Context: an optimization exercise on an open-source flow, tuned for small area, a short achievable clock period and few clock cycles per item. The choices shown serve that exercise and are no tape-out recipe. At most, simulation tests tie the RTL to the original design; equivalence was not proved. The RTL of runs 2, 4 and 5 was laid out without a check of its function. Power and IR drop assume default switching activity.

`design/flow/design.v`:
```
module dlink_rx #(
    parameter MAX_PAYLOAD = 4096,
    parameter DEF_W       = 8,
    parameter DEF_H       = 8,
    parameter DEF_FMT     = 0
) (
    input  wire        clk,
    input  wire        rst,
    input  wire        in_valid,
    input  wire [7:0]  in_data,
    output wire        in_ready,
    output reg         fb_we,
    output wire [15:0] fb_addr,
    output reg  [7:0]  fb_wdata,
    output reg  [7:0]  fb_wmask,
    output reg         err_valid,
    output reg  [2:0]  err_code,
    output reg         ntf_params,
    output reg         ntf_frame,
    output reg         ss_enabled,
    output reg  [15:0] ss_width,
    output reg  [15:0] ss_height,
    output reg  [2:0]  ss_fmt,
    output reg  [1:0]  ss_rot,
    output reg  [7:0]  ss_indev,
    output reg  [15:0] drop_count
);
    localparam [2:0] E_LENGTH = 3'd2, E_WINDOW = 3'd3, E_FORMAT = 3'd4,
                     E_SHORT  = 3'd5, E_INIT   = 3'd6, E_POINT  = 3'd7;
    localparam integer S_SEEK = 0, S_HDR = 1, S_PAY = 2, S_EXEC = 3;
    localparam integer X_COL = 0, X_Y   = 1, X_YD  = 2, X_H   = 3, X_LR  = 4,
                       X_PW  = 5, X_INIT = 6, X_ROW = 7, X_CAP = 8, X_LRS = 9,
                       X_FIN = 10, X_CK  = 11;
    localparam [11:0] XN = 12'd0;
    reg        rdy;
    reg        rst_r;          
    reg        vld;            
    reg [7:0]  byte_r;
    reg        spec;           
    reg        lbad, lzero;    
    reg [3:0]  st;
    reg        wrd;            
    reg        have_aa;
    reg [2:0]  hcnt;
    reg        rsc;            
    reg [1:0]  rj;
    reg [1:0]  dpend;          
    reg [7:0]  A [0:7];        
    reg [12:0] rem;
    reg [3:0]  idx;
    reg        c1, c2, c3, c4, c5;    
    reg        cw;             
    reg        fin;            
    reg        win_ok;
    reg [1:0]  exw;            
    reg        ibad;
    reg        vcx, vlx, vex, vcy, vly;
    reg        vxl0, vxq0, vxq1, vyl0, vyq0, vyq1, vnz, vpa, vpb;
    reg        vok;
    reg        pkd;
    reg [1:0]  bsel;
    reg [15:0] stride;
    reg [15:0] wf;             
    reg [15:0] lrs;            
    reg [15:0] nrs;            
    reg [15:0] cursor;
    reg [15:0] col;            
    reg [15:0] wreg;           
    reg [1:0]  phase;          
    reg [11:0] xs;
    reg [16:0] T;              
    reg [16:0] m;
    reg [15:0] Q;
    reg        qb;             
    reg        ql;             
    reg        bor;            
    reg        ovf, movf, cinf;
    reg [1:0]  pw;             
    assign fb_addr  = T[15:0];
    assign in_ready = rdy;
    wire [15:0] a_x = {A[1], A[0]};
    wire [15:0] a_y = {A[3], A[2]};
    wire [15:0] a_w = {A[5], A[4]};
    wire [15:0] a_h = {A[7], A[6]};
    wire       i_pkd = (A[4] == 8'd2) || (A[4] == 8'd3);
    wire [1:0] i_b   = (A[4] == 8'd0) ? 2'd2 : (A[4] == 8'd1) ? 2'd3 : 2'd1;
    wire       take    = in_valid && rdy;
    wire       l3_now  = (st[S_HDR]) && (hcnt == 3'd4) && vld;       
    wire       n_l3    = (st[S_HDR]) && (vld ? hcnt == 3'd3 : hcnt == 3'd4);
    wire       n_last  = ((st[S_PAY]) && (vld ? rem == 13'd2 : rem == 13'd1)) ||
                         (l3_now && A[5] == 8'd1 && A[6] == 8'd0) ||
                         ((st[S_EXEC]) && rem == 13'd1);
    wire       n_i7    = (st[S_PAY]) && c4 && (vld ? idx == 4'd6 : idx == 4'd7);
    wire [7:0] l2      = vld ? byte_r : A[7];
    wire       n_lbad  = (in_data != 8'd0) || (l2 != 8'd0) || (A[6] > 8'd16) ||
                         (A[6] == 8'd16 && A[5] != 8'd0);
    wire       n_lzero = (in_data == 8'd0) && (l2 == 8'd0) && (A[6] == 8'd0) && (A[5] == 8'd0);
    wire       n_spec  = n_last || n_i7 || (n_l3 && (n_lbad || n_lzero));
    wire       cons    = vld && !rsc && !lbad;
    wire       proc    = rsc || cons;
    wire [7:0] b       = rsc ? A[{1'b1, rj}] : byte_r;
    wire [15:0] v_w    = c5 ? 16'd1 : a_w;
    wire [15:0] v_h    = c5 ? 16'd1 : a_h;
    wire [8:0]  sxl    = {1'b0, A[0]} + {1'b0, v_w[7:0]};
    wire [8:0]  syl    = {1'b0, A[2]} + {1'b0, v_h[7:0]};
    wire [8:0]  sxh    = {1'b0, A[1]} + {1'b0, v_w[15:8]};
    wire [8:0]  syh    = {1'b0, A[3]} + {1'b0, v_h[15:8]};
    wire [8:0]  wh     = {1'b0, ss_width[15:8]};
    wire [8:0]  hh     = {1'b0, ss_height[15:8]};
    wire [8:0]  wh1    = wh - 9'd1;
    wire [8:0]  hh1    = hh - 9'd1;
    wire        x_lt   = vcx ? (vxl0 && !vxq1) : vxl0;
    wire        x_eq   = vcx ? vxq1 : vxq0;
    wire        y_lt   = vcy ? (vyl0 && !vyq1) : vyl0;
    wire        y_eq   = vcy ? vyq1 : vyq0;
    wire        eqx    = x_eq && vex;
    wire        v_ok   = vnz && (x_lt || (x_eq && vlx)) && (y_lt || (y_eq && vly)) &&
                         (!pkd || c5 || (vpa && (vpb || eqx)));
    wire [18:0] t_wide = {1'b0, T, cinf} + {1'b0, (qb ? m : 17'd0), cinf};
    wire [17:0] t_sum  = t_wide[18:1];
    wire        y_done = (xs[X_Y] && ql) || xs[X_YD];
    wire        go     = (st[S_EXEC]) && exw[1] && vok;
    wire        pix_end  = pkd || (phase == bsel - 2'd1);
    wire        row_end  = pkd ? (col[15:4] == 12'd0 && !(col[3] && col[2:0] != 3'd0))
                               : (col == 16'd1 && pix_end);
    wire [15:0] nrs_sum  = nrs + stride;
    wire [15:0] nrs_next = (nrs == lrs) ? wf : nrs_sum;
    wire        last    = (rem == 13'd1);
    wire        kill    = (st[S_PAY]) && vld && last && idx < 4'd7 && cw;
    always @(posedge clk) begin
        fb_we      <= 1'b0;
        err_valid  <= 1'b0;
        ntf_params <= 1'b0;
        ntf_frame  <= 1'b0;
        drop_count <= drop_count + {14'd0, dpend};
        dpend      <= 2'd0;
        vcx  <= sxl[8];
        vlx  <= sxl[7:0] <= ss_width[7:0];
        vex  <= sxl[7:0] == ss_width[7:0];
        vcy  <= syl[8];
        vly  <= syl[7:0] <= ss_height[7:0];
        vxl0 <= sxh < wh;
        vxq0 <= sxh == wh;
        vxq1 <= sxh == wh1;
        vyl0 <= syh < hh;
        vyq0 <= syh == hh;
        vyq1 <= syh == hh1;
        vnz  <= (v_w != 16'd0) && (v_h != 16'd0);
        vpa  <= A[0][2:0] == 3'd0;
        vpb  <= A[4][2:0] == 3'd0;
        vok  <= v_ok;
        if (exw != 2'd3) exw <= exw + 2'd1;
        if (take) begin
            byte_r <= in_data;
            spec   <= n_spec;
            lbad   <= n_l3 && n_lbad;
            lzero  <= n_lzero;
        end
        vld <= take || (vld && !cons);
        T    <= t_sum[16:0];
        ovf  <= ovf | t_sum[17] | (qb & movf);
        m    <= {m[15:0], 1'b0};
        movf <= movf | m[16];
        Q    <= {1'b0, Q[15:1]};
        ql   <= (Q[15:2] == 14'd0);
        bor  <= bor & ~Q[0];
        qb   <= Q[1] ^ (bor & ~Q[0]);
        cinf <= 1'b0;
        if (cons && spec)
            rdy <= 1'b1;
        if (rsc) begin
            rj <= rj + 2'd1;
            if (rj == 2'd3) rsc <= 1'b0;
        end
        if (st[S_SEEK] && proc) begin
            if (have_aa && b == 8'h55) begin
                have_aa <= 1'b0;
                hcnt    <= 3'd0;
                st      <= 4'd1 << S_HDR;
            end else if (b == 8'hAA) begin
                dpend   <= {1'b0, have_aa};
                have_aa <= 1'b1;
            end else begin
                dpend   <= have_aa ? 2'd2 : 2'd1;
                have_aa <= 1'b0;
            end
        end
        if (st[S_HDR]) begin
            if (hcnt != 3'd4) begin
                if (proc) begin
                    A[{1'b1, hcnt[1:0]}] <= b;
                    hcnt <= hcnt + 3'd1;
                end
            end else if (vld && lbad) begin
                err_valid <= 1'b1;
                err_code  <= E_LENGTH;
                lbad      <= 1'b0;
                rsc       <= 1'b1;
                rj        <= 2'd0;
                st        <= 4'd1 << S_SEEK;
            end else if (cons) begin
                rem <= {A[6][4:0], A[5]};
                idx <= 4'd0;
                c1  <= (A[4] == 8'h01);
                c2  <= ss_enabled && (A[4] == 8'h02);
                c3  <= ss_enabled && (A[4] == 8'h03);
                c4  <= ss_enabled && (A[4] == 8'h04);
                c5  <= ss_enabled && (A[4] == 8'h05);
                cw  <= ss_enabled && (A[4] == 8'h02 || A[4] == 8'h04 || A[4] == 8'h05);
                wrd <= !lzero && ss_enabled && (A[4] == 8'h03);
                if (lzero) begin
                    st <= 4'd1 << S_SEEK;
                    if (A[4] == 8'h01) begin
                        err_valid <= 1'b1;
                        err_code  <= E_SHORT;
                    end else if (ss_enabled && A[4] == 8'h03) begin
                        ntf_frame <= 1'b1;
                    end else if (ss_enabled && (A[4] == 8'h02 || A[4] == 8'h04 || A[4] == 8'h05)) begin
                        err_valid <= 1'b1;
                        err_code  <= E_SHORT;
                    end
                end else
                    st <= 4'd1 << S_PAY;
            end
        end
        if (st[S_PAY] && vld) begin
            rem <= rem - 13'd1;
            if (!idx[3]) begin
                idx         <= idx + 4'd1;
                A[idx[2:0]] <= byte_r;
            end
            if (idx == 4'd2 && cw) begin
                T    <= 17'd0;
                m    <= pkd ? {4'd0, a_x[15:3]} : {1'b0, a_x};
                Q    <= pkd ? 16'd1 : {14'd0, bsel};
                qb   <= pkd || bsel[0];
                ql   <= pkd || bsel == 2'd1;
                bor  <= 1'b0;
                cinf <= 1'b0;
                xs   <= XN | (12'd1 << X_COL);
            end
            if (c4 && idx == 4'd7) begin
                fin <= last;
                exw <= 2'd0;
                rdy <= 1'b0;
                st  <= 4'd1 << S_EXEC;
            end else if (last) begin
                st  <= 4'd1 << S_SEEK;
                wrd <= 1'b0;
                if (c1) begin
                    if (idx < 4'd6) begin
                        err_valid <= 1'b1;
                        err_code  <= E_SHORT;
                    end else begin
                        xs  <= XN | (12'd1 << X_INIT);
                        rdy <= 1'b0;
                        st  <= 4'd1 << S_EXEC;
                    end
                end
                if (c2 || c5) begin
                    if (idx < 4'd7) begin
                        err_valid <= 1'b1;
                        err_code  <= E_SHORT;
                    end else begin
                        exw <= 2'd0;
                        rdy <= 1'b0;
                        st  <= 4'd1 << S_EXEC;
                    end
                end
                if (c3)
                    ntf_frame <= 1'b1;
                if (c4) begin
                    if (idx < 4'd7) begin
                        err_valid <= 1'b1;
                        err_code  <= E_SHORT;
                    end else if (win_ok)
                        ntf_frame <= 1'b1;
                    else begin
                        err_valid <= 1'b1;
                        err_code  <= E_WINDOW;
                    end
                end
            end
        end
        if (vld && wrd) begin
            fb_we    <= 1'b1;
            T[15:0]  <= cursor;
            fb_wdata <= byte_r;
            fb_wmask <= 8'hFF;
            if (row_end) begin
                cursor <= nrs;
                nrs    <= nrs_next;
                col    <= wreg;
                phase  <= 2'd0;
            end else begin
                cursor <= cursor + 16'd1;
                if (pix_end) begin
                    phase <= 2'd0;
                    col   <= col - (pkd ? 16'd8 : 16'd1);
                end else
                    phase <= phase + 2'd1;
            end
        end
        if (xs[X_COL] && ql && idx[3:2] != 2'd0) begin
            m  <= {1'b0, stride};
            Q  <= a_y;
            qb <= A[2][0];
            ql <= (a_y[15:1] == 15'd0);
            xs <= XN | (12'd1 << X_Y);
        end
        if (y_done) begin
            xs <= XN | (12'd1 << X_YD);
            if (go) begin
                if (c5) begin
                    fb_we    <= 1'b1;
                    fb_wdata <= pkd ? {8{A[4][0]}} : A[4];
                    fb_wmask <= pkd ? (8'h80 >> A[0][2:0]) : 8'hFF;
                    pw       <= bsel - 2'd1;
                    cinf     <= 1'b1;
                    if (pkd || bsel == 2'd1) begin
                        ntf_frame <= 1'b1;
                        xs        <= XN;
                        rdy       <= 1'b1;
                        st        <= 4'd1 << S_SEEK;
                    end else
                        xs <= XN | (12'd1 << X_PW);
                end else begin
                    wf     <= t_sum[15:0];
                    wreg   <= a_w;
                    m      <= {1'b0, stride};
                    Q      <= a_h;
                    qb     <= ~A[6][0];
                    ql     <= (a_h[15:1] == 15'd0);
                    bor    <= 1'b1;
                    xs     <= XN | (12'd1 << X_H);
                end
            end
        end
        if (xs[X_H])
            nrs <= wf;
        if (xs[X_H] && ql) begin
            lrs    <= t_sum[15:0];
            win_ok <= 1'b1;
            xs     <= XN | (12'd1 << X_LR);
            if (!(c4 && fin))
                rdy <= 1'b1;
        end
        if (xs[X_LR]) begin
            cursor <= wf;
            nrs   <= nrs_next;
            col   <= wreg;
            phase <= 2'd0;
            xs    <= XN;
            if (c4 && !fin) begin
                st  <= 4'd1 << S_PAY;
                wrd <= 1'b1;
            end else begin
                st  <= 4'd1 << S_SEEK;
                rdy <= 1'b1;
                if (c4) ntf_frame <= 1'b1;
            end
        end
        if (xs[X_PW]) begin
            fb_we    <= 1'b1;
            fb_wdata <= A[5];
            A[5]     <= A[6];
            pw       <= pw - 2'd1;
            cinf     <= 1'b1;
            if (pw == 2'd1) begin
                ntf_frame <= 1'b1;
                xs        <= XN;
                rdy       <= 1'b1;
                st        <= 4'd1 << S_SEEK;
            end
        end
        if (xs[X_INIT]) begin
            if (A[4] > 8'd4) begin
                err_valid  <= 1'b1;
                err_code   <= E_FORMAT;
                ss_enabled <= 1'b0;
                ntf_params <= 1'b1;
                xs         <= XN;
                rdy        <= 1'b1;
                st         <= 4'd1 << S_SEEK;
            end else if (A[5] > 8'd3 || a_x == 16'd0 || a_y == 16'd0) begin
                err_valid  <= 1'b1;
                err_code   <= E_INIT;
                ss_enabled <= 1'b0;
                ntf_params <= 1'b1;
                xs         <= XN;
                rdy        <= 1'b1;
                st         <= 4'd1 << S_SEEK;
            end else begin
                T    <= 17'd0;
                m    <= i_pkd ? {4'd0, a_x[15:3]} : {1'b0, a_x};
                Q    <= i_pkd ? 16'd1 : {14'd0, i_b};
                qb   <= i_pkd || i_b[0];
                ql   <= i_pkd || i_b == 2'd1;
                bor  <= 1'b0;
                cinf <= i_pkd && (a_x[2:0] != 3'd0);
                ovf  <= 1'b0;
                movf <= 1'b0;
                wf   <= 16'd0;
                nrs  <= 16'd0;
                wreg <= a_x;
                xs   <= XN | (12'd1 << X_ROW);
            end
        end
        if (xs[X_ROW] && ql) begin
            stride <= t_sum[15:0];
            T      <= 17'd0;
            m      <= t_sum[16:0];
            movf   <= t_sum[17];
            Q      <= a_y;
            qb     <= A[2][0];
            ql     <= (a_y[15:1] == 15'd0);
            xs     <= XN | (12'd1 << X_CAP);
        end
        if (xs[X_CAP] && ql)
            xs <= XN | (12'd1 << X_CK);
        if (xs[X_CK]) begin
            ibad <= ovf || (T[16] && T[15:0] != 16'd0);
            T    <= 17'd0;
            m    <= {1'b0, stride};
            Q    <= a_y;
            qb   <= ~A[2][0];
            ql   <= (a_y[15:1] == 15'd0);
            bor  <= 1'b1;
            xs   <= XN | (12'd1 << X_LRS);
        end
        if (xs[X_LRS] && ql) begin
            lrs <= t_sum[15:0];
            xs  <= XN | (12'd1 << X_FIN);
        end
        if (xs[X_FIN]) begin
            ntf_params <= 1'b1;
            xs         <= XN;
            rdy        <= 1'b1;
            st         <= 4'd1 << S_SEEK;
            if (ibad) begin
                err_valid  <= 1'b1;
                err_code   <= E_INIT;
                ss_enabled <= 1'b0;
            end else begin
                ss_enabled <= 1'b1;
                ss_width   <= a_x;
                ss_height  <= a_y;
                ss_fmt     <= A[4][2:0];
                pkd        <= i_pkd;
                bsel       <= i_b;
                ss_rot     <= A[5][1:0];
                ss_indev   <= A[6];
                cursor     <= 16'd0;
                nrs        <= nrs_next;
                col        <= wreg;
                phase      <= 2'd0;
            end
        end
        if (kill)
            xs <= XN;
        if (st[S_EXEC] && exw[1] && !vok && !c1) begin
            xs     <= XN;
            win_ok <= 1'b0;
            rdy    <= 1'b1;
            if (c4 && !fin)
                st <= 4'd1 << S_PAY;
            else begin
                st        <= 4'd1 << S_SEEK;
                err_valid <= 1'b1;
                err_code  <= c5 ? E_POINT : E_WINDOW;
            end
        end
        if (take && n_spec)
            rdy <= 1'b0;
        rst_r <= rst;
        if (rst_r) begin
            st         <= 4'd1 << S_SEEK;
            wrd        <= 1'b0;
            rdy        <= 1'b1;
            vld        <= 1'b0;
            have_aa    <= 1'b0;
            hcnt       <= 3'd0;
            rsc        <= 1'b0;
            dpend      <= 2'd0;
            xs         <= XN;
            ss_enabled <= 1'b0;
            ss_width   <= DEF_W;
            ss_height  <= DEF_H;
            ss_fmt     <= DEF_FMT;
            pkd        <= 1'b0;
            bsel       <= 2'd2;
            ss_rot     <= 2'd0;
            ss_indev   <= 8'd0;
            drop_count <= 16'd0;
            fb_we      <= 1'b0;
            err_valid  <= 1'b0;
            ntf_params <= 1'b0;
            ntf_frame  <= 1'b0;
        end
        if (rst) begin
            rdy        <= 1'b0;
            fb_we      <= 1'b0;
            err_valid  <= 1'b0;
            ntf_params <= 1'b0;
            ntf_frame  <= 1'b0;
        end
    end
endmodule
```
`design/flow/run.sh`:
```
#!/bin/bash
# synth_recipe.tcl (not shown) runs the flow's synth.tcl, then flattens the netlist and writes it again
# the make line also repeats each setting of config.mk as NAME=value (left out here)
make -C /OpenROAD-flow-scripts/flow DESIGN_CONFIG=/design/flow/config.mk WORK_HOME=/design/flow/orfs CLKGATE_MAP_FILE= SYNTH_SCRIPT=/design/flow/synth_recipe.tcl finish
```
`design/flow/config.mk`:
```
export PLATFORM = sky130hd
export DESIGN_NAME = dlink_rx
export DESIGN_NICKNAME = dlink_rx
export VERILOG_FILES = /design/flow/design.v
export SDC_FILE = /design/flow/constraint.sdc
export NUM_CORES = 4
export LEC_CHECK = 0
export CAP_MARGIN = 20
export CORE_MARGIN = 2
export CORE_UTILIZATION = 40
export SLEW_MARGIN = 20
```
`design/flow/constraint.sdc`:
```
create_clock -name core_clock -period 12.0 [get_ports {clk}]
set_input_delay 2.4000 -clock core_clock [delete_from_list [all_inputs] [get_ports {clk}]]
set_output_delay 2.4000 -clock core_clock [all_outputs]
set_load 0.01 [all_outputs]
```
==> summary.md, run 1 <==
| Metric | Value |
|---|---|
| Total CTS buffers | 47 |
| Clk pin slew, worst setup/hold paths | 0.06 ns |
| Post-CTS Resized | 0 |
| Crit share post-route | 0.342 |
| Mapped Area | 22800 um2 |
| XOR/XNOR share of the synthesized area | 0.0449 |
| Top delay family on crit path | buffers and inverters |
| CP required | 9.60 ns |
| Multi-input gate area | 12300 um2 |
| P_leak | 0.00974 uW |
| Crit start category | register |
| Max Buffers Root-to-Sink | 3 |
| Total of max-cap violations | 0 |
| Largest family of logic cells by synthesized area | simple AND/OR/NAND/NOR gates |
| DR WL/cell | 22.0 um |
| RD Place Congestion | 0.918 |
| Synth Area per Inst | 8.51 um2 |
| Post-Synth Simple-Gate Area | 0.217 |
| Pint | 2520 uW |
| Clock root buffer | clkbuf_16 |
| Min cycle time layout | 4.10 ns |
| Row Count | 87 |
| HPWL after DPL | 54600 um |
| Vias in the first global route | 20000 |
| Status | no timing/DRC/antenna violations |
| Syn-to-layout area delta | 14.1% |
| First-pass GRT wire length | 118000 um |
| Switching Fraction | 0.251 |
| Synth cell types | 82 |
| Final setup vio count | 0 |
| Largest net degree at the start of global routing | 66 |
| Iter 0 DRT Violations | 1930 |
| Via count | 20600 |
| Number of setup buffers added after CTS | 0 |
| Pwr dens | 129 nW/um2 |
| RSZ-0062 raised after global routing | false |
| Crit end category | output port |
| Clock sinks | 407 |
| GRT Util Overall | 0.256 |
| Worst Hold Class | reg -> reg |
| # port buffers | 112 |
| Critical Path Start | ss_enabled$_SDFFE_PP0P_ |
| Sequential area share after synthesis | 0.414 |
| Register bit total from synthesis | 407 |
| Min-delay src | ss_fmt[0]$_SDFFE_PP0P_ |
| Max Clock Skew | 0.0234 ns |
| Pre-Repair DR Iteration Count | 6 |
| Die Width | 243 um |
| Antenna Nets Post-Route | 0 |
| Max Clk Rate | 244 MHz |
| Cells after Synth | 2683 |
| Final Hold Vio Count | 0 |
| CTS tree | yes |
| Total negative slack | 0 ns |
| CP peak stage delay | 0.64 ns |
| Compound-Gate Fraction of Synth Area | 0.184 |
| Core Box Area | 56400 um2 |
| Main area contributors after synthesis | dfxtp_1 24%, edfxtp_1 17%, nand2_1 6.9% |
| Net count after synthesis | 2818 |
| Critical path arrival | 1.70 ns |
| Adder-Cell Fraction of Synth Area | 0.0703 |
| Residual DRC | 0 |
| CP cell instances | clkdlybuf4s50_1 |
| Initial core utilization | 0.405 |
| Yosys top cell area share | 0.244 |
| Ports | 113 |
| Seq. cell area | 9440 um2 |
| Filler cells | 5527 |
| FFs w/ async S/R, synth | 0 |
| Worst hold slack | 0.454 ns |
| EDFF count, synth | 129 |
| Synth warn | 1 |
| Ys flop type | dfxtp_1 |
| Skew-Pair Late Insertion Delay | 0.60 ns |
| Die ar. | 59000 um2 |
| Total gr overflow | 0 |
| Vias/cell | 5.88 |
| Worst-Margin Slew | 1.19 ns |
| Worst reg2reg path startpoint | A[0][1]$_DFFE_PP_ |
| Die Ht | 243 um |
| Initial antenna violation count | 0 |
| Gate power share | 0.089 |
| Worst Path Max Fanout | 5 |
| Mux share of post-synthesis cell area | 0.0229 |
| Net switching power | 846 uW |
| Buf/Inv on CP | 1 |
| Hold Buf Count CTS | 0 |
| Slew headroom | 0.205 |
| Slowest cell on crit path | clkdlybuf4s50_1 |
| VDD IR max | 0.106 mV |
| Pins Over Slew Limit | 0 |
| Power share of the clock group | 0.452 |
| Share of post-route cells with drive strength above 1 | 0.0540 |
| Layout Nets | 2841 |
| Flop pwr share | 0.459 |
| H-tree Lvls | 2 |
| Total wire length | 77000 um |
| CP Class | reg -> out |
| Cell taking the most area after synthesis | dfxtp_1 |
==> kinds of logic after synthesis <==
logic type               Yosys count
AND/OR/NAND/NOR                 1064
XOR/XNOR                         117
buffers and inverters            262
flip-flops                       407
adder cells (fa/ha/maj)          124
AO/OA/AOI/OAI                    666
multiplexers                      43
==> area by class of cell <==
| cell class | count | share of cell area |
|---|---|---|
| Multi-Input combinational cell | 2014 | 0.474 |
| Sequential cell | 407 | 0.363 |
| Timing Repair Buffer | 140 | 0.0517 |
| Clock buffer | 58 | 0.0484 |
| Tap cell | 756 | 0.0363 |
| Inverter | 96 | 0.0138 |
| Clock inverter | 27 | 0.0129 |
| Antenna cell | 1 | 0.0000961 |
==> sequential cells by signal, summed over array words and instances (netlist names), 16 cells and up <==
register and cells:
A 64, T 17, m 17, Q 16, col 16, cursor 16, drop_count 16, lrs 16
nrs 16, ss_height 16, ss_width 16, stride 16, wf 16, wreg 16
==> cell usage in the layout, fill, tap and decap left out, types with 30 or more instances in the layout <==
cell             instances
a211oi_1                41
xnor2_1                 71
nand3_1                 81
edfxtp_1               129
clkdlybuf4s50_1        112
a21oi_1                222
dfxtp_1                276
nor3_1                  70
ha_1                   117
nand4_1                 30
xor2_1                  46
inv_1                   95
clkbuf_16               48
nor4_1                  35
nor2_1                 245
a31oi_1                 60
nor2b_1                 50
nand2_1                417
o21ai_0                109
==> cells in the mapped netlist, drive strengths merged (46+ instances only) <==
cell type and number:
ha 117, a21oi 225, nor2b 51, xor2 46
xnor2 71, nor2 245, edfxtp 129, o21ai 132
clkbuf 122, dfxtp 278, nor3 71, a31oi 60
nand3 82, inv 95, nand2 417
==> stage by stage <==
| stage | area, um2 | util | std cells | worst slack [ns] | total power, uW |
|---|---|---|---|---|---|
| after floorplan | 22800 | - | 2683 | 8.39 | 1740 |
| after global placement | 24400 | 0.433 | 3411 | 7.69 | 1860 |
| after detailed placement | 24400 | 0.433 | 3411 | 7.66 | 1870 |
| after CTS | 26000 | 0.461 | 3496 | 7.85 | 3380 |
| after global routing | 26000 | 0.462 | 3498 | 7.84 | 3470 |
| final | 26000 | 0.462 | 3499 | 7.90 | 3360 |
==> path summary, 6_finish.rpt <==
kind	slack [ns]	end	cells after the start
setup / recovery	7.90	ss_enabled	1
hold / removal	0.45	ss_fmt[0]$_SDFFE_PP0P_	2
setup reg to reg	8.17	T[16]$_SDFF_PP0_	7
hold reg to reg	0.45	ss_fmt[0]$_SDFFE_PP0P_	2
==> routing by layer <==
layer / wire (um) / global-route usage / vias up
li1: - / - / 9621
met1: 31200 / 0.323 / 9917
met2: 37600 / 0.443 / 878
met3: 5670 / 0.0393 / 165
met4: 2510 / 0.0897 / 0
met5: 0 / 0 / -
==> power groups by stage <==
stage,clock (uW),combinational (uW),sequential [uW]
after floorplan,0,212,1530
after global routing,1600,329,1540
final,1520,301,1540
after detailed placement,0,298,1570
after CTS,1540,300,1540
after global placement,0,292,1570
Testbench counts, summed over its fixed seeds: cycles 115,524, bytes 112,114.
==> run 2, diff against run 1 <==
--- a/design/flow/design.v
+++ b/design/flow/design.v
@@ -35,3 +35,2 @@
     reg        rdy;
-    reg        rst_r;          
     reg        vld;            
@@ -474,4 +473,3 @@
             rdy <= 1'b0;
-        rst_r <= rst;
-        if (rst_r) begin
+        if (rst) begin
             st         <= 4'd1 << S_SEEK;
@@ -495,9 +493,2 @@
             fb_we      <= 1'b0;
-            err_valid  <= 1'b0;
-            ntf_params <= 1'b0;
-            ntf_frame  <= 1'b0;
-        end
-        if (rst) begin
-            rdy        <= 1'b0;
-            fb_we      <= 1'b0;
             err_valid  <= 1'b0;
==> design/flow/flow/run.sh (new file) <==
#!/bin/bash
# Layout: the standard ORFS flow, with the port buffers made of
# sky130_fd_sc_hd__buf_2 cells instead of the default choice.
# Each tool's output goes to its own log file in this folder (ORFS also keeps
# its per-step logs under orfs/logs/).
set -euo pipefail
bash standard.sh BUFFER_PORTS_ARGS="-buffer_cell sky130_fd_sc_hd__buf_2" finish > orfs_make.log 2>&1
==> design/flow/standard.sh (new file) <==
#!/bin/bash
# synth_recipe.tcl (not shown) runs the flow's synth.tcl, then flattens the netlist and writes it again
# the make line also repeats each setting of config.mk as NAME=value (left out here)
make -C /OpenROAD-flow-scripts/flow DESIGN_CONFIG=/design/flow/config.mk WORK_HOME=/design/flow/orfs CLKGATE_MAP_FILE= SYNTH_SCRIPT=/design/flow/synth_recipe.tcl "${@:-finish}"
removed: design/flow/run.sh
==> summary.md, run 2 <==
| Metric | Value |
|---|---|
| Number of flip-flops in the largest register | 64 (unchanged) |
| CP required | 12.54 ns (was 9.60 ns) |
| Iter 0 DRT Violations | 1785 (was 1930) |
| Total wire length | 77100 um (was 77000 um) |
| Max Clock Skew | 0.0348 ns (was 0.0234 ns) |
| Final Hold Vio Count | 0 (unchanged) |
| Status | no timing/DRC/antenna violations (unchanged) |
| Residual DRC | 0 (unchanged) |
| Pre-Repair DR Iteration Count | 8 (was 6) |
| Top Registers | A x64, T x17, m x17 (unchanged) |
| P_leak | 0.00992 uW (was 0.00974 uW) |
| Row Count | 88 (was 87) |
| Ys flop type | dfxtp_1 (unchanged) |
| Post-Layout Cell Count | 3507 (was 3499) |
| R2R depth | 6 (was 7) |
| Register bit total from synthesis | 406 (was 407) |
| Worst Hold Class | reg -> reg (unchanged) |
| Hold Buf Count CTS | 0 (unchanged) |
| Max Buffers Root-to-Sink | 3 (unchanged) |
| Clk pin slew, worst setup/hold paths | 0.06 ns (about the same) |
| Die ar. | 59900 um2 (was 59000 um2) |
| Vias/cell | 5.91 (was 5.88) |
| Worst Path Max Fanout | 30 (was 5) |
| HPWL after DPL | 55700 um (was 54600 um) |
| Crit path depth | 6 (was 1) |
| Post-CTS Resized | 0 (unchanged) |
| Ant diodes | 0 (was 1) |
| Critical path arrival | 4.53 ns (was 1.70 ns) |
| Layout Nets | 2840 (was 2841) |
| Clock root buffer | clkbuf_16 (unchanged) |
| Sequential area share after synthesis | 0.406 (was 0.414) |
| Commonest cells after routing, fill and taps aside | 371 x nand2_1, 277 x dfxtp_1, 214 x nor2_1 (was 417 x nand2_1, 276 x dfxtp_1, 245 x nor2_1) |
| Placed Instance Area | 24300 um2 (was 24400 um2) |
| Synth cell count leaders | 371 x nand2_1, 277 x dfxtp_1, 217 x nor2_1, 213 x a21oi_1, 142 x o21ai_0 (was 417 x nand2_1, 278 x dfxtp_1, 245 x nor2_1, 223 x a21oi_1, 129 x edfxtp_1) |
| Min cycle time layout | 3.99 ns (was 4.10 ns) |
| Syn-to-layout area delta | 11.4% (was 14.1%) |
| Total of max-cap violations | 0 (unchanged) |
| Pins Over Slew Limit | 0 (unchanged) |
| Filler cells | 5634 (was 5527) |
| Reg with most FFs | A (unchanged) |
| Total CTS buffers | 47 (unchanged) |
| Slowest cell on crit path | or3b_2 (was clkdlybuf4s50_1) |
| Share of post-route cells with drive strength above 1 | 0.102 (was 0.0540) |
| R2R Path End | nrs[11]$_DFF_P_ (was T[16]$_SDFF_PP0_) |
| First-pass GRT wire length | 119000 um (was 118000 um) |
| H-tree Lvls | 2 (unchanged) |
| Total negative slack | 0 ns (unchanged) |
| Cell taking the most area after synthesis | dfxtp_1 (unchanged) |
| Buf/Inv on CP | 1 (unchanged) |
| EDFF count, synth | 129 (unchanged) |
| Top delay family on crit path | simple AND/OR/NAND/NOR gates (was buffers and inverters) |
| Initial core utilization | 0.404 (was 0.405) |
| Pre-CTS setup slack | 7.39 ns (was 7.66 ns) |
| Synth Area per Inst | 8.68 um2 (was 8.51 um2) |
| Core Box Area | 57500 um2 (was 56400 um2) |
| Clock sinks | 406 (was 407) |
| Final setup vio count | 0 (unchanged) |
| VDD IR max | 0.108 mV (was 0.106 mV) |
| Skew-Pair Late Insertion Delay | 0.62 ns (was 0.60 ns) |
| Total gr overflow | 0 (unchanged) |
| FFs w/ async S/R, synth | 0 (unchanged) |
| Most common cell after layout, fill and taps aside | nand2_1 (unchanged) |
| WHS Path Cells | 1 (was 2) |
| Max Clk Rate | 251 MHz (was 244 MHz) |
| Antenna Nets Post-Route | 0 (unchanged) |
| Largest net degree at the start of global routing | 64 (was 66) |
| CP cell instances | buf_2 > or3_1 > a311o_1 > or3b_2 > nand2b_1 > nor3_1 (was clkdlybuf4s50_1) |
| Mapped Area | 23200 um2 (was 22800 um2) |
| Reg-to-reg slack, setup | 8.18 ns (was 8.17 ns) |
| DR WL/cell | 22.0 um (about the same) |
| GRT Util Overall | 0.253 (was 0.256) |
| Worst setup margin | 8.01 ns (was 7.90 ns) |
| Slew headroom | 0.275 (was 0.205) |
| Vias in the first global route | 20100 (was 20000) |
| CP Class | in -> reg (was reg -> out) |
| Worst hold slack | 0.447 ns (was 0.454 ns) |
| Worst setup endpoint | xs[1]$_SDFF_PP0_ (was ss_enabled) |
| Via count | 20700 (was 20600) |
| Synth cell types | 91 (was 82) |
| Yosys top cell area share | 0.239 (was 0.244) |
| CP peak stage delay | 0.49 ns (was 0.64 ns) |
| # port buffers | 112 (unchanged) |
| Worst reg2reg path startpoint | xs[4]$_SDFF_PP0_ (was A[0][1]$_DFFE_PP_) |
| Worst-Margin Slew | 1.08 ns (was 1.19 ns) |
| RSZ-0062 raised after global routing | false (unchanged) |
| Main area contributors after synthesis | dfxtp_1 24%, edfxtp_1 17%, ha_1 6.3% (was dfxtp_1 24%, edfxtp_1 17%, nand2_1 6.9%) |
| Die Ht | 245 um (was 243 um) |
| Placed Cells incl. Taps | 3419 (was 3411) |
| Synth warn | 1 (unchanged) |
| Die Width | 245 um (was 243 um) |
| CTS tree | yes (unchanged) |
| Net count after synthesis | 2808 (was 2818) |
| Number of setup buffers added after CTS | 0 (unchanged) |
| Crit start category | primary input (was register) |
| RD Place Congestion | 0.942 (was 0.918) |
| Design Area, Final | 25800 um2 (was 26000 um2) |
| Pwr dens | 124 nW/um2 (was 129 nW/um2) |
| Ports | 113 (unchanged) |
| Initial antenna violation count | 1 (was 0) |
| Cells after Synth | 2673 (was 2683) |
| Crit share post-route | 0.333 (was 0.342) |
| Critical Path Start | rst (was ss_enabled$_SDFFE_PP0P_) |
| Crit end category | register (was output port) |
| Count leader, synth | nand2_1 (unchanged) |
## run 2: cell types whose count changed after synthesis, moves of 12 or more
cell	delta
nand2_1	-46
nand3_1	-22
a311oi_1	-14
a211oi_1	+21
o21ai_0	+33
o211ai_1	+26
mux2i_1	+15
nor2_1	-28
o2111ai_1	-12
o21ai_1	-21
## run 2: layer usage
layer  GRT usage  vias to the layer above  wire, um
met5           0                        -        13
met3      0.0394                      161      5520
li1            -                     9734         -
met2       0.407                      789     35300
met1       0.340                    10000     33200
met4       0.103                        2      3000
## run 2: report_power, final
part	total (uW)	leakage [uW]	internal, uW	switching [uW]
Clock	1400	0.000730	792	612
Sequential	1520	0.00341	1460	54.1
Combinational	278	0.00578	111	167
## run 2: layout make-up
class                      instances  area, um2  area share
clock buffer                      68       1320      0.0509
inverter                          94        353      0.0137
multi-input combinational       2010      12800       0.494
tap                              765        957      0.0370
sequential                       406       9420       0.365
clock inverter                    18        174     0.00673
timing repair buffer             146        863      0.0334
## run 2: worst min-delay path by stage
| stage | to | start | slack (ns) |
|---|---|---|---|
| finish | vok$_DFF_P_ | vnz$_DFF_P_ | 0.45 |
| floorplan | vok$_DFF_P_ | vnz$_DFF_P_ | 0.41 |
| CTS | vok$_DFF_P_ | vnz$_DFF_P_ | 0.43 |
| detailed placement | col[13]$_DFF_P_ | wreg[13]$_DFF_P_ | 0.44 |
| global route | vok$_DFF_P_ | vnz$_DFF_P_ | 0.44 |
| global placement | ss_indev[1]$_SDFFE_PP0P_ | ss_indev[1]$_SDFFE_PP0P_ | 0.44 |
## run 2: kinds of logic after synthesis
logic type,Yosys count,share of synthesized area
flops,406,0.406
fa+ha+maj,124,0.0691
buf+inv,257,0.0457
mux,68,0.0348
xor+xnor,110,0.0415
simple gates,990,0.204
compound gates,718,0.199
## run 2: per-stage QoR
stage	power [uW]	util
3_5_place_dp	1820	0.423
5_1_grt	3310	0.450
2_1_floorplan	1740	-
6_report	3200	0.450
3_3_place_gp	1820	0.422
4_1_cts	3220	0.449
==> run 3, diff against run 2 <==
--- a/design/flow/design.v
+++ b/design/flow/design.v
@@ -35,2 +35,3 @@
     reg        rdy;
+    reg        rst_r;          
     reg        vld;            
@@ -473,3 +474,4 @@
             rdy <= 1'b0;
-        if (rst) begin
+        rst_r <= rst;
+        if (rst_r) begin
             st         <= 4'd1 << S_SEEK;
@@ -493,2 +495,9 @@
             fb_we      <= 1'b0;
+            err_valid  <= 1'b0;
+            ntf_params <= 1'b0;
+            ntf_frame  <= 1'b0;
+        end
+        if (rst) begin
+            rdy        <= 1'b0;
+            fb_we      <= 1'b0;
             err_valid  <= 1'b0;
==> summary.md, run 3 <==
| Metric | Value |
|---|---|
| Status | no timing/DRC/antenna violations (unchanged) |
| Clk pin slew, worst setup/hold paths | 0.06 ns (about the same) |
| VDD IR max | 0.106 mV (was 0.108 mV) |
| Crit start category | register (was primary input) |
| Via count | 20500 (was 20700) |
| Total gr overflow | 0 (unchanged) |
| Cell taking the most area after synthesis | dfxtp_1 (unchanged) |
| Syn-to-layout area delta | 11.4% (about the same) |
| Switching Fraction | 0.263 (was 0.260) |
| Adder-Cell Fraction of Synth Area | 0.0703 (was 0.0691) |
| Worst reg2reg path startpoint | A[0][1]$_DFFE_PP_ (was xs[4]$_SDFF_PP0_) |
| H-tree Lvls | 2 (unchanged) |
| First-pass GRT wire length | 117000 um (was 119000 um) |
| WHS Path Cells | 2 (was 1) |
| RD Place Congestion | 0.916 (was 0.942) |
| Vias/cell | 5.86 (was 5.91) |
| Number of flip-flops in the largest register | 64 (unchanged) |
| Hold Path End | ss_rot[1]$_SDFFE_PP0P_ (was vok$_DFF_P_) |
| Min-delay src | ss_rot[1]$_SDFFE_PP0P_ (was vnz$_DFF_P_) |
| Yosys top cell area share | 0.244 (was 0.239) |
| Max Buffers Root-to-Sink | 3 (unchanged) |
| CP Class | reg -> reg (was in -> reg) |
| Compound-Gate Fraction of Synth Area | 0.184 (was 0.199) |
| Vias in the first global route | 19700 (was 20100) |
| Core Box Area | 56400 um2 (was 57500 um2) |
| Die Ht | 243 um (was 245 um) |
| Pre-Repair DR Iteration Count | 5 (was 8) |
| Power share of the clock group | 0.447 (was 0.439) |
| Post-CTS Resized | 0 (unchanged) |
| Mux share of post-synthesis cell area | 0.0229 (was 0.0348) |
| Number of setup buffers added after CTS | 0 (unchanged) |
| Gate power share | 0.082 (was 0.087) |
| Total wire length | 76800 um (was 77100 um) |
| Row Count | 87 (was 88) |
| HPWL after DPL | 54800 um (was 55700 um) |
| CP required | 12.50 ns (was 12.54 ns) |
| Initial antenna violation count | 2 (was 1) |
| Layout Nets | 2840 (unchanged) |
| Count leader, synth | nand2_1 (unchanged) |
| Residual DRC | 0 (unchanged) |
| Reg-to-reg slack, setup | 8.16 ns (was 8.18 ns) |
| Total CTS buffers | 48 (was 47) |
| Sequential area share after synthesis | 0.414 (was 0.406) |
| Worst Path Max Fanout | 58 (was 30) |
| XOR/XNOR share of the synthesized area | 0.0449 (was 0.0415) |
| Ports | 113 (unchanged) |
| Mapped Area | 22800 um2 (was 23200 um2) |
| Antenna Nets Post-Route | 0 (unchanged) |
| Pwr dens | 129 nW/um2 (was 124 nW/um2) |
| Die Width | 243 um (was 245 um) |
| Final Hold Vio Count | 0 (unchanged) |
| GRT Util Overall | 0.253 (about the same) |
| Crit share post-route | 0.320 (was 0.333) |
| Die ar. | 59000 um2 (was 59900 um2) |
| Flop pwr share | 0.471 (was 0.474) |
| Final setup vio count | 0 (unchanged) |
| Top Registers | A x64, T x17, m x17 (unchanged) |
| Net switching power | 865 uW (was 833 uW) |
| Worst hold slack | 0.449 ns (was 0.447 ns) |
| Clock sinks | 407 (was 406) |
| Largest net degree at the start of global routing | 82 (was 64) |
| Commonest cells after routing, fill and taps aside | 417 x nand2_1, 277 x dfxtp_1, 245 x nor2_1 (was 371 x nand2_1, 277 x dfxtp_1, 214 x nor2_1) |
| Cells after Synth | 2683 (was 2673) |
| Skew-Pair Late Insertion Delay | 0.60 ns (was 0.62 ns) |
| Most common cell after layout, fill and taps aside | nand2_1 (unchanged) |
| Slew headroom | 0.205 (was 0.275) |
| Total of max-cap violations | 0 (unchanged) |
| Hold Buf Count CTS | 0 (unchanged) |
| Synth Area per Inst | 8.51 um2 (was 8.68 um2) |
| Synth warn | 1 (unchanged) |
| Synth cell types | 82 (was 91) |
| Pint | 2420 uW (was 2370 uW) |
| Reg with most FFs | A (unchanged) |
| FFs w/ async S/R, synth | 0 (unchanged) |
| Main area contributors after synthesis | dfxtp_1 24%, edfxtp_1 17%, nand2_1 6.9% (was dfxtp_1 24%, edfxtp_1 17%, ha_1 6.3%) |
| Crit end category | register (unchanged) |
| Max Clock Skew | 0.0185 ns (was 0.0348 ns) |
| R2R Path End | T[16]$_SDFF_PP0_ (was nrs[11]$_DFF_P_) |
| Critical path arrival | 4.34 ns (was 4.53 ns) |
| Net count after synthesis | 2818 (was 2808) |
| Min cycle time layout | 3.84 ns (was 3.99 ns) |
| Ys flop type | dfxtp_1 (unchanged) |
| Worst Hold Class | reg -> reg (unchanged) |
| RSZ-0062 raised after global routing | false (unchanged) |
| Total negative slack | 0 ns (unchanged) |
| EDFF count, synth | 129 (unchanged) |
| R2R depth | 7 (was 6) |
| Clock root buffer | clkbuf_16 (unchanged) |
| CTS tree | yes (unchanged) |
| Register bit total from synthesis | 407 (was 406) |
| Worst-Margin Slew | 1.19 ns (was 1.08 ns) |
| DR WL/cell | 21.9 um (was 22.0 um) |
| Max Clk Rate | 260 MHz (was 251 MHz) |
| P_leak | 0.00986 uW (was 0.00992 uW) |
| Share of post-route cells with drive strength above 1 | 0.0969 (was 0.102) |
| Post-Synth Simple-Gate Area | 0.217 (was 0.204) |
| # port buffers | 112 (unchanged) |
| Synth cell count leaders | 417 x nand2_1, 278 x dfxtp_1, 245 x nor2_1, 223 x a21oi_1, 129 x edfxtp_1 (was 371 x nand2_1, 277 x dfxtp_1, 217 x nor2_1, 213 x a21oi_1, 142 x o21ai_0) |
| Initial core utilization | 0.405 (was 0.404) |
| Largest family of logic cells by synthesized area | simple AND/OR/NAND/NOR gates (unchanged) |
| Pins Over Slew Limit | 0 (unchanged) |
| Iter 0 DRT Violations | 1853 (was 1785) |
## run 3: changes by cell type in the layout (fill, tap and decap cells not counted), sizes merged, moves of 12 or more
cell,before,now
a311oi,3,17
o21ai,144,132
o2111ai,1,13
o211ai,35,9
nand3,59,82
nor2,217,245
nand2,372,417
a21oi,213,225
mux2i,42,27
a211oi,62,41
## run 3: worst max path at each step
stage | from | to | slack [ns]
finish | A[0][1]$_DFFE_PP_ | T[16]$_SDFF_PP0_ | 8.16
global route | A[0][1]$_DFFE_PP_ | T[16]$_SDFF_PP0_ | 7.99
CTS | T[14]$_SDFF_PP0_ | fb_addr[14] | 8.22
detailed placement | in_data[0] | rdy$_SDFF_PP0_ | 7.97
global placement | in_data[0] | rdy$_SDFF_PP0_ | 8.01
floorplan | in_data[0] | rdy$_SDFF_PP0_ | 8.39
## run 3: area by class of cell
class	instances	area, um2
Inverter	96	360
Tap cell	756	946
Timing Repair Buffer	138	756
Multi-Input combinational cell	2014	12300
Sequential cell	407	9440
Fill cell	5619	31000
Antenna cell	1	2.50
Clock inverter	27	238
Clock buffer	62	1330
## run 3: cells by family after synthesis
kind of cell | Yosys count
fa+ha+maj | 124
buf+inv | 262
compound gates | 666
simple gates | 1064
xor+xnor | 117
flops | 407
mux | 43
## run 3: worst max-delay path, cell delays in order, from the launching register on
cell      delay, ns
edfxtp_1       0.65
nor3_1         0.61
nand4_1        0.31
o22ai_1        0.48
or4_2          0.22
buf_4          0.50
nand2_1        0.61
nor3_1         0.35
## run 3: power by group through the flow
stage | registers [uW] | logic (uW) | clock network (uW)
detailed placement | 1580 | 265 | 0
finish | 1550 | 268 | 1470
floorplan | 1530 | 212 | 0
global placement | 1580 | 259 | 0
CTS | 1550 | 268 | 1490
global route | 1550 | 295 | 1550
## run 3: metrics by stage
stage          worst slack, ns  power (uW)  cell area (um2)  cells  utilization
2_1_floorplan             8.39        1740            22800   2683            -
3_3_place_gp              8.01        1840            23800   3410        0.423
3_5_place_dp              7.97        1840            23800   3410        0.423
4_1_cts                   8.22        3310            25400   3499        0.451
5_1_grt                   7.99        3390            25400   3500        0.451
6_report                  8.16        3290            25400   3501        0.451
## run 3: per-layer routing
| layer | wire [um] | share of wire | vias to the layer above | track usage |
|---|---|---|---|---|
| li1 | - | - | 9631 | - |
| met1 | 31100 | 0.40 | 9890 | 0.317 |
| met3 | 5910 | 0.077 | 177 | 0.0474 |
| met4 | 2880 | 0.037 | 2 | 0.0965 |
| met5 | 10 | 0.00013 | - | 0 |
| met2 | 37000 | 0.48 | 833 | 0.432 |
Testbench counts of run 3, summed over its fixed seeds: cycles 115,524, bytes 112,114.
==> run 4, diff against run 3 <==
--- a/design/flow/design.v
+++ b/design/flow/design.v
@@ -54,7 +54,6 @@
     reg        win_ok;
-    reg [1:0]  exw;            
     reg        ibad;
-    reg        vcx, vlx, vex, vcy, vly;
-    reg        vxl0, vxq0, vxq1, vyl0, vyq0, vyq1, vnz, vpa, vpb;
-    reg        vok;
+    reg        vc, vle, veq;   
+    reg        okx, eqx, oky;  
+    reg        nzw, nzh;       
     reg        pkd;
@@ -101,19 +100,13 @@
     wire [7:0] b       = rsc ? A[{1'b1, rj}] : byte_r;
-    wire [15:0] v_w    = c5 ? 16'd1 : a_w;
-    wire [15:0] v_h    = c5 ? 16'd1 : a_h;
-    wire [8:0]  sxl    = {1'b0, A[0]} + {1'b0, v_w[7:0]};
-    wire [8:0]  syl    = {1'b0, A[2]} + {1'b0, v_h[7:0]};
-    wire [8:0]  sxh    = {1'b0, A[1]} + {1'b0, v_w[15:8]};
-    wire [8:0]  syh    = {1'b0, A[3]} + {1'b0, v_h[15:8]};
-    wire [8:0]  wh     = {1'b0, ss_width[15:8]};
-    wire [8:0]  hh     = {1'b0, ss_height[15:8]};
-    wire [8:0]  wh1    = wh - 9'd1;
-    wire [8:0]  hh1    = hh - 9'd1;
-    wire        x_lt   = vcx ? (vxl0 && !vxq1) : vxl0;
-    wire        x_eq   = vcx ? vxq1 : vxq0;
-    wire        y_lt   = vcy ? (vyl0 && !vyq1) : vyl0;
-    wire        y_eq   = vcy ? vyq1 : vyq0;
-    wire        eqx    = x_eq && vex;
-    wire        v_ok   = vnz && (x_lt || (x_eq && vlx)) && (y_lt || (y_eq && vly)) &&
-                         (!pkd || c5 || (vpa && (vpb || eqx)));
+    wire [7:0]  v_a    = A[idx[1:0]];
+    wire [7:0]  v_b    = c5 ? {7'd0, ~idx[0]} : byte_r;
+    wire [7:0]  v_l    = idx[1] ? (idx[0] ? ss_height[15:8] : ss_height[7:0])
+                                : (idx[0] ? ss_width[15:8]  : ss_width[7:0]);
+    wire [8:0]  v_s    = {1'b0, v_a} + {1'b0, v_b} + {8'd0, idx[0] & vc};
+    wire        v_lt8  = v_s[7:0] < v_l;
+    wire        v_eq8  = v_s[7:0] == v_l;
+    wire        v_lt   = !v_s[8] && v_lt8;       
+    wire        v_eq   = !v_s[8] && v_eq8;
+    wire        vok    = okx && oky && nzw && nzh &&
+                         (!pkd || c5 || (A[0][2:0] == 3'd0 && (A[4][2:0] == 3'd0 || eqx)));
     wire [18:0] t_wide = {1'b0, T, cinf} + {1'b0, (qb ? m : 17'd0), cinf};
@@ -121,3 +114,3 @@
     wire        y_done = (xs[X_Y] && ql) || xs[X_YD];
-    wire        go     = (st[S_EXEC]) && exw[1] && vok;
+    wire        go     = (st[S_EXEC]) && vok;
     wire        pix_end  = pkd || (phase == bsel - 2'd1);
@@ -136,18 +129,2 @@
         dpend      <= 2'd0;
-        vcx  <= sxl[8];
-        vlx  <= sxl[7:0] <= ss_width[7:0];
-        vex  <= sxl[7:0] == ss_width[7:0];
-        vcy  <= syl[8];
-        vly  <= syl[7:0] <= ss_height[7:0];
-        vxl0 <= sxh < wh;
-        vxq0 <= sxh == wh;
-        vxq1 <= sxh == wh1;
-        vyl0 <= syh < hh;
-        vyq0 <= syh == hh;
-        vyq1 <= syh == hh1;
-        vnz  <= (v_w != 16'd0) && (v_h != 16'd0);
-        vpa  <= A[0][2:0] == 3'd0;
-        vpb  <= A[4][2:0] == 3'd0;
-        vok  <= v_ok;
-        if (exw != 2'd3) exw <= exw + 2'd1;
         if (take) begin
@@ -231,2 +208,17 @@
             end
+            if (idx[3:2] == 2'b01) begin
+                if (!idx[0]) begin
+                    vc  <= v_s[8];
+                    vle <= v_lt8 || v_eq8;
+                    veq <= v_eq8;
+                end else if (!idx[1]) begin
+                    okx <= v_lt || (v_eq && vle);
+                    eqx <= v_eq && veq;
+                end else
+                    oky <= v_lt || (v_eq && vle);
+                if (idx[1])
+                    nzh <= (idx[0] && nzh) || v_b != 8'd0;
+                else
+                    nzw <= (idx[0] && nzw) || v_b != 8'd0;
+            end
             if (idx == 4'd2 && cw) begin
@@ -243,3 +235,2 @@
                 fin <= last;
-                exw <= 2'd0;
                 rdy <= 1'b0;
@@ -264,4 +255,3 @@
                     end else begin
-                        exw <= 2'd0;
-                        rdy <= 1'b0;
+                                rdy <= 1'b0;
                         st  <= 4'd1 << S_EXEC;
@@ -460,3 +450,3 @@
             xs <= XN;
-        if (st[S_EXEC] && exw[1] && !vok && !c1) begin
+        if (st[S_EXEC] && !vok && !c1) begin
             xs     <= XN;
==> design/flow/run.sh (new file) <==
#!/bin/bash
# synth_recipe.tcl (not shown) runs the flow's synth.tcl, then flattens the netlist and writes it again
# the make line also repeats each setting of config.mk as NAME=value (left out here)
make -C /OpenROAD-flow-scripts/flow DESIGN_CONFIG=/design/flow/config.mk WORK_HOME=/design/flow/orfs CLKGATE_MAP_FILE= SYNTH_SCRIPT=/design/flow/synth_recipe.tcl finish
removed: design/flow/flow/run.sh
removed: design/flow/standard.sh
==> summary.md, run 4 <==
| Metric | Value |
|---|---|
| Syn-to-layout area delta | 14.9% (was 11.4%) |
| Synth warn | 1 (unchanged) |
| Worst Hold Class | reg -> reg (unchanged) |
| First-pass GRT wire length | 108000 um (was 117000 um) |
| Gate power share | 0.034 (was 0.082) |
| Cells after Synth | 2385 (was 2683) |
| Via count | 18900 (was 20500) |
| Reg with most FFs | A (unchanged) |
| P_leak | 0.00895 uW (was 0.00986 uW) |
| Row Count | 84 (was 87) |
| Residual DRC | 0 (unchanged) |
| Power share of the clock group | 0.490 (was 0.447) |
| Antenna Nets Post-Route | 0 (unchanged) |
| XOR/XNOR share of the synthesized area | 0.0322 (was 0.0449) |
| Final Hold Vio Count | 0 (unchanged) |
| CP Class | reg -> reg (unchanged) |
| Net switching power | 684 uW (was 865 uW) |
| Final setup vio count | 0 (unchanged) |
| DR WL met2 | 32300 um (was 37000 um) |
| Initial antenna violation count | 1 (was 2) |
| Synth cell types | 86 (was 82) |
| Largest family of logic cells by synthesized area | simple AND/OR/NAND/NOR gates (unchanged) |
| Clock sinks | 398 (was 407) |
| Ant diodes | 0 (was 1) |
| Worst reg2reg path startpoint | idx[0]$_DFF_P_ (was A[0][1]$_DFFE_PP_) |
| Register bit total from synthesis | 398 (was 407) |
| Vias in the first global route | 17800 (was 19700) |
| Total CTS buffers | 45 (was 48) |
| Min-delay src | ss_indev[3]$_SDFFE_PP0P_ (was ss_rot[1]$_SDFFE_PP0P_) |
| Slew headroom | 0.292 (was 0.205) |
| Design Area, Final | 24400 um2 (was 25400 um2) |
| Pwr dens | 123 nW/um2 (was 129 nW/um2) |
| Ports | 113 (unchanged) |
| VDD IR max | 0.0987 mV (was 0.106 mV) |
| Pre-Repair DR Iteration Count | 6 (was 5) |
| Layout Nets | 2497 (was 2840) |
| Clock root buffer | clkbuf_16 (unchanged) |
| WL met1 | 30900 um (was 31100 um) |
| Flop pwr share | 0.476 (was 0.471) |
| Met3 WL | 5870 um (was 5910 um) |
| Net count after synthesis | 2468 (was 2818) |
| Vias/cell | 6.03 (was 5.86) |
| Worst Path Max Fanout | 22 (was 58) |
| Yosys top cell area share | 0.246 (was 0.244) |
| Die ar. | 54900 um2 (was 59000 um2) |
| Mapped Area | 21200 um2 (was 22800 um2) |
| Placed Instance Area | 22800 um2 (was 23800 um2) |
| HPWL after DPL | 51100 um (was 54800 um) |
| Status | no timing/DRC/antenna violations (unchanged) |
| Filler cells | 5133 (was 5619) |
| Core Box Area | 52600 um2 (was 56400 um2) |
| # port buffers | 112 (unchanged) |
| DR WL/cell | 22.8 um (was 21.9 um) |
| Count leader, synth | nand2_1 (unchanged) |
| RSZ-0062 raised after global routing | false (unchanged) |
| Crit start category | register (unchanged) |
| Skew-Pair Late Insertion Delay | 0.61 ns (was 0.60 ns) |
| Hold Path End | ss_indev[3]$_SDFFE_PP0P_ (was ss_rot[1]$_SDFFE_PP0P_) |
| H-tree Lvls | 2 (unchanged) |
| R2R depth | 15 (was 7) |
| FFs w/ async S/R, synth | 0 (unchanged) |
| Ys flop type | dfxtp_1 (unchanged) |
| Share of post-route cells with drive strength above 1 | 0.0698 (was 0.0969) |
| Sequential area share after synthesis | 0.440 (was 0.414) |
| CP required | 12.42 ns (was 12.50 ns) |
| RD Place Congestion | 0.934 (was 0.916) |
| Critical path arrival | 4.74 ns (was 4.34 ns) |
| Max Clock Skew | 0.0395 ns (was 0.0185 ns) |
| Die Ht | 234 um (was 243 um) |
| CTS tree | yes (unchanged) |
| Post-Synth Simple-Gate Area | 0.195 (was 0.217) |
| Adder-Cell Fraction of Synth Area | 0.0442 (was 0.0703) |
| Main area contributors after synthesis | dfxtp_1 25%, edfxtp_1 19%, nand2_1 5.8% (was dfxtp_1 24%, edfxtp_1 17%, nand2_1 6.9%) |
| Total wire length | 71600 um (was 76800 um) |
| GRT Util Overall | 0.257 (was 0.253) |
| Pre-CTS setup slack | 7.41 ns (was 7.97 ns) |
| Min cycle time layout | 4.32 ns (was 3.84 ns) |
| Mux share of post-synthesis cell area | 0.0660 (was 0.0229) |
| Number of setup buffers added after CTS | 0 (unchanged) |
| WHS Path Cells | 2 (unchanged) |
| Largest net degree at the start of global routing | 82 (unchanged) |
| Crit end category | register (unchanged) |
| Synth Area per Inst | 8.90 um2 (was 8.51 um2) |
| Commonest cells after routing, fill and taps aside | 327 x nand2_1, 260 x dfxtp_1, 214 x a21oi_1 (was 417 x nand2_1, 277 x dfxtp_1, 245 x nor2_1) |
| Max Clk Rate | 231 MHz (was 260 MHz) |
| Hold Buf Count CTS | 0 (unchanged) |
| Switching Fraction | 0.228 (was 0.263) |
| Pins Over Slew Limit | 0 (unchanged) |
| Number of flip-flops in the largest register | 64 (unchanged) |
| Worst-Margin Slew | 1.05 ns (was 1.19 ns) |
| Reg-to-reg slack, setup | 7.68 ns (was 8.16 ns) |
| Worst setup margin | 7.68 ns (was 8.16 ns) |
| Cell taking the most area after synthesis | dfxtp_1 (unchanged) |
| Initial core utilization | 0.404 (was 0.405) |
| Pint | 2310 uW (was 2420 uW) |
| Total gr overflow | 0 (unchanged) |
| Most common cell after layout, fill and taps aside | nand2_1 (unchanged) |
| Total of max-cap violations | 0 (unchanged) |
| Die Width | 234 um (was 243 um) |
| Crit share post-route | 0.360 (was 0.320) |
| Top sig layer | met5 (unchanged) |
| Compound-Gate Fraction of Synth Area | 0.179 (was 0.184) |
| Clk pin slew, worst setup/hold paths | 0.06 ns (about the same) |
| Iter 0 DRT Violations | 2136 (was 1853) |
| Top Registers | A x64, T x17, m x17 (unchanged) |
| Post-CTS Resized | 0 (unchanged) |
| Total negative slack | 0 ns (unchanged) |
| Max Buffers Root-to-Sink | 3 (unchanged) |
| R2R Path End | okx$_DFFE_PP_ (was T[16]$_SDFF_PP0_) |
| EDFF count, synth | 137 (was 129) |
| Synth cell count leaders | 327 x nand2_1, 261 x dfxtp_1, 214 x a21oi_1, 206 x nor2_1, 152 x o21ai_0 (was 417 x nand2_1, 278 x dfxtp_1, 245 x nor2_1, 223 x a21oi_1, 129 x edfxtp_1) |
## run 4: worst max-delay path by stage
stage | start | to | slack, ns
finish | idx[0]$_DFF_P_ | okx$_DFFE_PP_ | 7.68
global route | idx[0]$_DFF_P_ | okx$_DFFE_PP_ | 7.45
CTS | idx[0]$_DFF_P_ | okx$_DFFE_PP_ | 7.79
detailed placement | in_data[3] | rdy$_SDFF_PP0_ | 7.41
global placement | in_data[0] | rdy$_SDFF_PP0_ | 7.52
floorplan | idx[0]$_DFF_P_ | okx$_DFFE_PP_ | 8.17
## run 4: cell families after synthesis
kind of cell,Yosys count
fa+ha+maj,72
buf+inv,226
flops,398
compound gates,620
mux,108
xor+xnor,78
simple gates,883
## run 4: routing by layer
| metal | track usage | up-vias |
|---|---|---|
| met3 | 0.0475 | 157 |
| met4 | 0.0922 | 2 |
| li1 | - | 8706 |
| met2 | 0.405 | 885 |
| met5 | 0 | - |
| met1 | 0.353 | 9165 |
## run 4: power groups by stage
stage | clock network, uW | registers (uW) | logic [uW]
after floorplan | 0 | 1450 | 75.6
after global placement | 0 | 1450 | 98.0
after detailed placement | 0 | 1460 | 102
after CTS | 1490 | 1430 | 102
after global routing | 1540 | 1430 | 113
final | 1470 | 1430 | 103
## run 4: metrics by stage
step           utilization  hold WS (ns)  instances  total power, uW
2_1_floorplan            -         0.425       2385             1520
3_3_place_gp         0.434         0.442       3055             1550
3_5_place_dp         0.434         0.444       3055             1560
4_1_cts              0.464         0.454       3139             3010
5_1_grt              0.464         0.480       3139             3080
6_report             0.464         0.455       3139             3000
## run 4: critical path, cell delays in order, from the launching register on
cell      delay, ns
dfxtp_1        0.51
buf_4          0.42
mux4_2         0.58
fa_1           0.45
a21o_1         0.17
a21oi_1        0.21
o21ai_0        0.12
a21oi_1        0.29
o21bai_1       0.11
a21oi_1        0.21
xnor2_1        0.10
ha_1           0.30
nand4_1        0.14
nor2_1         0.23
nand2_1        0.08
a21oi_1        0.22
## run 4: layout make-up
| cell class | count | area [um2] | share of cell area |
|---|---|---|---|
| Timing Repair Buffer | 146 | 1380 | 0.0565 |
| Sequential cell | 398 | 9340 | 0.383 |
| Multi-Input combinational cell | 1761 | 11000 | 0.451 |
| Clock inverter | 20 | 256 | 0.0105 |
| Inverter | 62 | 233 | 0.00955 |
| Clock buffer | 64 | 1320 | 0.0542 |
| Tap cell | 688 | 861 | 0.0353 |
==> run 5, diff against run 4 <==
==> design/flow/flow/run.sh (new file) <==
#!/bin/bash
# Layout: the standard ORFS flow, with the port buffers made of
# sky130_fd_sc_hd__buf_2 cells instead of the default choice.
# Each tool's output goes to its own log file in this folder (ORFS also keeps
# its per-step logs under orfs/logs/).
set -euo pipefail
bash standard.sh BUFFER_PORTS_ARGS="-buffer_cell sky130_fd_sc_hd__buf_2" finish > orfs_make.log 2>&1
==> design/flow/standard.sh (new file) <==
#!/bin/bash
# synth_recipe.tcl (not shown) runs the flow's synth.tcl, then flattens the netlist and writes it again
# the make line also repeats each setting of config.mk as NAME=value (left out here)
make -C /OpenROAD-flow-scripts/flow DESIGN_CONFIG=/design/flow/config.mk WORK_HOME=/design/flow/orfs CLKGATE_MAP_FILE= SYNTH_SCRIPT=/design/flow/synth_recipe.tcl "${@:-finish}"
removed: design/flow/run.sh
==> summary.md, run 5 <==
| Metric | Value |
|---|---|
| Status | no timing/DRC/antenna violations (unchanged) |
| Min cycle time layout | 4.27 ns (was 4.32 ns) |
| VDD IR max | 0.0990 mV (was 0.0987 mV) |
| Post-Layout Cell Count | 3144 (was 3139) |
| Buf/Inv on CP | 2 (was 1) |
| Total of max-cap violations | 0 (unchanged) |
| Largest net degree at the start of global routing | 82 (unchanged) |
| Worst-Margin Slew | 1.17 ns (was 1.05 ns) |
| Clk pin slew, worst setup/hold paths | 0.06 ns (about the same) |
| CP peak stage delay | 0.58 ns (about the same) |
| Met3 WL | 5980 um (was 5870 um) |
| Critical path arrival | 4.70 ns (was 4.74 ns) |
| Final Hold Vio Count | 0 (unchanged) |
| Crit start category | register (unchanged) |
| Initial core utilization | 0.404 (unchanged) |
| Worst Path Max Fanout | 21 (was 22) |
| CP Class | reg -> reg (unchanged) |
| Net count after synthesis | 2468 (unchanged) |
| Total gr overflow | 0 (unchanged) |
| Max Buffers Root-to-Sink | 3 (unchanged) |
| Syn-to-layout area delta | 12.4% (was 14.9%) |
| Total CTS buffers | 48 (was 45) |
| CP required | 12.43 ns (was 12.42 ns) |
| Ports | 113 (unchanged) |
| Top sig layer | met4 (was met5) |
| H-tree Lvls | 2 (unchanged) |
| Die Width | 234 um (unchanged) |
| Worst reg2reg path startpoint | idx[0]$_DFF_P_ (unchanged) |
| Post-CTS Resized | 0 (unchanged) |
| Number of flip-flops in the largest register | 64 (unchanged) |
| Synth cell types | 86 (unchanged) |
| Worst Hold Class | reg -> reg (unchanged) |
| Crit end category | register (unchanged) |
| Cells after Synth | 2385 (unchanged) |
| Count leader, synth | nand2_1 (unchanged) |
| EDFF count, synth | 137 (unchanged) |
| Row Count | 84 (unchanged) |
| Core Box Area | 52600 um2 (unchanged) |
| Critical Path Start | idx[0]$_DFF_P_ (unchanged) |
| Share of post-route cells with drive strength above 1 | 0.115 (was 0.0698) |
| Synth Area per Inst | 8.90 um2 (unchanged) |
| Clock sinks | 398 (unchanged) |
| Hold Buf Count CTS | 0 (unchanged) |
| RD Place Congestion | 0.951 (was 0.934) |
| First-pass GRT wire length | 109000 um (was 108000 um) |
| GRT Util Overall | 0.259 (was 0.257) |
| Antenna Nets Post-Route | 0 (unchanged) |
| Clock root buffer | clkbuf_16 (unchanged) |
| Total Power | 3040 uW (was 3000 uW) |
| P_leak | 0.00910 uW (was 0.00895 uW) |
| Total wire length | 72000 um (was 71600 um) |
| Iter 0 DRT Violations | 2147 (was 2136) |
| Number of setup buffers added after CTS | 0 (unchanged) |
| Slowest cell on crit path | dfxtp_1 (was mux4_2) |
| # port buffers | 112 (unchanged) |
| Residual DRC | 0 (unchanged) |
| Layout Nets | 2500 (was 2497) |
| Sequential area share after synthesis | 0.440 (unchanged) |
| FFs w/ async S/R, synth | 0 (unchanged) |
| Skew-Pair Late Insertion Delay | 0.60 ns (was 0.61 ns) |
| Crit share post-route | 0.356 (was 0.360) |
| Top delay family on crit path | compound AO/OA/AOI/OAI gates (unchanged) |
| Mapped Area | 21200 um2 (unchanged) |
| Min-delay src | ss_indev[4]$_SDFFE_PP0P_ (was ss_indev[3]$_SDFFE_PP0P_) |
| CTS tree | yes (unchanged) |
| Ant diodes | 0 (unchanged) |
| Die Ht | 234 um (unchanged) |
| Placed Cells incl. Taps | 3055 (unchanged) |
| Vias/cell | 6.02 (was 6.03) |
| Via count | 18900 (about the same) |
| Reg with most FFs | A (unchanged) |
[run 5: changes by cell type in the layout (fill, tap and decap cells not counted), moves of 2 or more]
cell,change
clkinv_1,+2
clkdlybuf4s50_1,-112
bufinv_16,+2
clkinv_2,-3
buf_2,+112
clkbuf_1,+4
[run 5: cell families (layout without fill, tap and decap cells)]
family,Yosys count,in the layout,share of synthesized area
adder cells (fa/ha/maj),72,72,0.0442
multiplexers,108,108,0.0660
AND/OR/NAND/NOR,883,883,0.195
flip-flops,398,398,0.440
buffers and inverters,226,297,0.0432
XOR/XNOR,78,78,0.0322
AO/OA/AOI/OAI,620,620,0.179
[run 5: final cells by class]
| type | count | area, um2 | share of cell area |
|---|---|---|---|
| Clock buffer | 69 | 1350 | 0.0568 |
| Tap cell | 688 | 861 | 0.0361 |
| Timing Repair Buffer | 146 | 816 | 0.0342 |
| Sequential cell | 398 | 9340 | 0.392 |
| Multi-Input combinational cell | 1761 | 11000 | 0.460 |
| Inverter | 62 | 233 | 0.00976 |
| Clock inverter | 20 | 268 | 0.0112 |
[run 5: metrics by stage]
step	hold WS (ns)	setup slack (ns)	util	cell area [um2]
finish	0.449	7.73	0.454	23900
global route	0.472	7.42	0.454	23900
CTS	0.453	7.77	0.454	23900
detailed placement	0.445	7.73	0.423	22200
global placement	0.442	7.80	0.423	22200
floorplan	0.425	8.17	-	21200
[run 5: power breakdown]
part           internal, uW  total [uW]  leakage, uW  switching, uW
Combinational          39.7        97.9      0.00493           58.2
Sequential             1410        1430      0.00338           19.7
Clock                   913        1520     0.000793            605
Total                  2360        3040      0.00910            683
[run 5: layer usage]
metal	GRT usage	vias to the layer above
met2	0.407	898
met1	0.363	9190
li1	-	8702
met4	0.0829	0
met3	0.0445	128
met5	0	-
[run 5: final timing paths]
check	to	slack, ns	cells past startpoint
worst max-delay path	oky$_DFFE_PP_	7.73	16
worst min-delay path	ss_indev[4]$_SDFFE_PP0P_	0.45	2
worst max register to register	oky$_DFFE_PP_	7.73	16
worst min register to register	ss_indev[4]$_SDFFE_PP0P_	0.45	2
[run 5: worst reg2reg max path: cells and delay by family, from the launching register on]
family                   cells  cell delay [ns]
AO/OA/AOI/OAI                7             1.16
XOR/XNOR                     1             0.15
adder cells (fa/ha/maj)      3             0.94
buffers and inverters        2             0.51
flip-flops                   1             0.58
multiplexers                 1             0.59
AND/OR/NAND/NOR              2             0.17

Setup slack of run 5, layout unchanged: 7.726 ns with ideal ports, 7.726 ns with driving cells assumed (clock clkbuf_16, inputs buf_2), 7.726 ns with port delays also shifted by the 0.647 ns mid clock arrival.
